This is an optimization exercise on Yosys and OpenROAD, whose aim is small area, not a production implementation.
In this exercise RTL edits were held to simulation tests only and were not proved equivalent to the original.
Power is estimated from default activity; no workload was simulated.

==> flow/design.v <==
module tpms_decoder (
    input  wire        clk,
    input  wire        rst,
    input  wire        cmd_valid,
    input  wire [34:0] cmd,
    output wire        out_valid,
    output wire [31:0] rec_sensor_id,
    output wire [15:0] rec_pressure,
    output wire [15:0] rec_temperature,
    output wire [1:0]  rec_battery,
    output wire [63:0] rec_raw_bits,
    output wire [15:0] rec_raw_count
);
    reg        live;        
    reg        act;         
    reg        phase;       
    reg [6:0]  cnt;         
    reg [59:0] acc;         
    reg [7:0]  crc;
    reg        vld;
    wire [1:0]  op    = cmd[34:33];
    wire        level = cmd[32];
    wire [31:0] d     = cmd[31:0];
    wire        opnd0 = (cmd[32:0] == 33'd0);
    wire feed  = cmd_valid & (op == 2'b00);
    wire fe    = feed & live;
    wire alloc = cmd_valid & (op == 2'b10) & opnd0;
    wire rstc  = cmd_valid & (op == 2'b01) & opnd0 & live;
    wire freec = cmd_valid & (op == 2'b11) & opnd0 & live;
    wire dsm  = (d[31:10] == 22'd0);
    wire [9:0] dl = d[9:0];
    wire w_short = dsm & (dl >= 10'd63)  & (dl <= 10'd183);
    wire w_long  = dsm & (dl >= 10'd184) & (dl <= 10'd304);
    wire w_start = dsm & (dl >= 10'd428) & (dl <= 10'd548);
    wire b      = acc[0];
    wire e      = b ^ phase;                  
    wire ok     = (level == e) & (w_short | (w_long & ~phase));
    wire shift  = phase | ~w_short;           
    wire bitv   = ~level;
    wire pre    = (cnt[6:3] == 4'd0);
    wire last   = cnt[6] & cnt[1] & cnt[0];    
    wire kill   = ~ok | (shift & pre & ~level) | (shift & last);
    wire       fb       = (crc[7] ^ bitv) & (cnt[6] | cnt[5] | cnt[4]);
    wire [7:0] crc_step = {crc[6:0], 1'b0} ^ {5'b0, fb, fb, fb};
    wire       crc_ok   = (crc_step == acc[58:51]);
    always @(posedge clk) begin
        if (feed & shift) begin
            acc <= {acc[58:0], bitv};
            crc <= crc_step;
        end
        if (rst) begin
            live <= 1'b0;
            vld  <= 1'b0;
        end else begin
            if (alloc)
                live <= 1'b1;
            else if (freec)
                live <= 1'b0;
            vld <= fe & act & ok & shift & last & crc_ok;
        end
        if (alloc | rstc)
            act <= 1'b0;
        else if (fe)
            act <= act ? ~kill : (level & w_start);
        if (!act) begin
            phase <= 1'b0;
            cnt   <= 7'd0;
        end else if (fe) begin
            phase <= ~phase & w_short;
            if (shift)
                cnt <= cnt + 7'd1;
        end
    end
    wire [59:0] f = acc & {60{vld}};
    wire [15:0] t = {8'h00, f[7:0]} - 16'd50;
    assign out_valid       = vld;
    assign rec_sensor_id   = {8'h00, f[41:18]};
    assign rec_pressure    = {7'h00, f[17:9]};
    assign rec_temperature = t & {16{vld}};
    assign rec_battery     = {vld, 1'b0};
    assign rec_raw_bits    = {4'h0, f};
    assign rec_raw_count   = {10'd0, vld, vld, vld, vld, 2'b00};
endmodule
export LEC_CHECK = 0
export CAP_MARGIN = 20
export CORE_MARGIN = 2
export CORE_UTILIZATION = 40
export SLEW_MARGIN = 20
create_clock -name core_clock -period 8.0 [get_ports {clk}]
run.sh (not shown) runs the stock make flow with config.mk's settings and CLKGATE_MAP_FILE= SYNTH_SCRIPT=/design/flow/synth_recipe.tcl, a recipe that flattens the netlist after the stock synthesis.
==> next run, changes <==
--- a/flow/design.v
+++ b/flow/design.v
@@ -16,5 +16,5 @@
     reg        phase;       
     reg [6:0]  cnt;         
-    reg [59:0] acc;         
+    reg [59:0] acc_n;       
     reg [7:0]  crc;
     reg        vld;
@@ -24,8 +24,7 @@
     wire        opnd0 = (cmd[32:0] == 33'd0);
     wire feed  = cmd_valid & (op == 2'b00);
-    wire fe    = feed & live;
     wire alloc = cmd_valid & (op == 2'b10) & opnd0;
-    wire rstc  = cmd_valid & (op == 2'b01) & opnd0 & live;
-    wire freec = cmd_valid & (op == 2'b11) & opnd0 & live;
+    wire rstc  = cmd_valid & (op == 2'b01) & opnd0;
+    wire freec = cmd_valid & (op == 2'b11) & opnd0;
     wire dsm  = (d[31:10] == 22'd0);
     wire [9:0] dl = d[9:0];
@@ -33,5 +32,5 @@
     wire w_long  = dsm & (dl >= 10'd184) & (dl <= 10'd304);
     wire w_start = dsm & (dl >= 10'd428) & (dl <= 10'd548);
-    wire b      = acc[0];
+    wire b      = ~acc_n[0];
     wire e      = b ^ phase;                  
     wire ok     = (level == e) & (w_short | (w_long & ~phase));
@@ -41,10 +40,12 @@
     wire last   = cnt[6] & cnt[1] & cnt[0];    
     wire kill   = ~ok | (shift & pre & ~level) | (shift & last);
-    wire       fb       = (crc[7] ^ bitv) & (cnt[6] | cnt[5] | cnt[4]);
-    wire [7:0] crc_step = {crc[6:0], 1'b0} ^ {5'b0, fb, fb, fb};
-    wire       crc_ok   = (crc_step == acc[58:51]);
+    wire       in_c     = (cnt[6:3] == 4'd1);
+    wire       fb       = crc[7] & ~pre;
+    wire [7:0] crc_step = {crc[6:0], 1'b0} ^ {5'b0, fb, fb, fb} ^
+                          (in_c ? {bitv, 2'b00, bitv, bitv, 3'b000} : {7'b0, bitv});
+    wire       crc_ok   = (crc_step == 8'd0);
     always @(posedge clk) begin
         if (feed & shift) begin
-            acc <= {acc[58:0], bitv};
+            acc_n <= {acc_n[58:0], level};
             crc <= crc_step;
         end
@@ -57,14 +58,14 @@
             else if (freec)
                 live <= 1'b0;
-            vld <= fe & act & ok & shift & last & crc_ok;
+            vld <= feed & live & act & ok & shift & last & crc_ok;
         end
         if (alloc | rstc)
             act <= 1'b0;
-        else if (fe)
+        else if (feed)
             act <= act ? ~kill : (level & w_start);
         if (!act) begin
             phase <= 1'b0;
             cnt   <= 7'd0;
-        end else if (fe) begin
+        end else if (feed) begin
             phase <= ~phase & w_short;
             if (shift)
@@ -72,5 +73,5 @@
         end
     end
-    wire [59:0] f = acc & {60{vld}};
+    wire [59:0] f = ~acc_n & {60{vld}};
     wire [15:0] t = {8'h00, f[7:0]} - 16'd50;
     assign out_valid       = vld;
Wire length went up by 4.1%.
Clock power went up by 18%.
First-iteration DRC count went up by 13%.
Die area went down by 1.7%.
Clock skew stays flat.
Sequential power stays flat.
Worst setup slack gets worse by 410 ps.
Total power went up by 6.7%.
Final area went down by 1.2%.
Hold slack gets better by 6.0 ps.
Via count went up by 1.6%.

separate check: timing with driven ports:
Ports are ideal in the flow. The routed layouts listed here were re-timed in OpenROAD.
Step 1: set_driving_cell puts a clkbuf_16 on clk and a buf_2 on each other input, an assumption about the parent block.
Step 2 adds t to the input delays and takes it off the output delays; t is the mean of the earliest and latest rising clock arrival at the registers after step 1. Input paths then give back, and output paths get back, about the clock's delay inside the block.
a / b / c = no drivers / after step 1 / after step 2; a / b = the first two.
| run | shift t [ns] | setup WS [ns] | worst data-port slew with drivers (ns) |
|---|---|---|---|
| the first run | 0.375 | 3.488 / 3.453 / 3.590 | 0.03 |
| the second run | 0.371 | 3.080 / 3.050 / 3.422 | 0.03 |
After both steps every run listed still meets setup and hold.
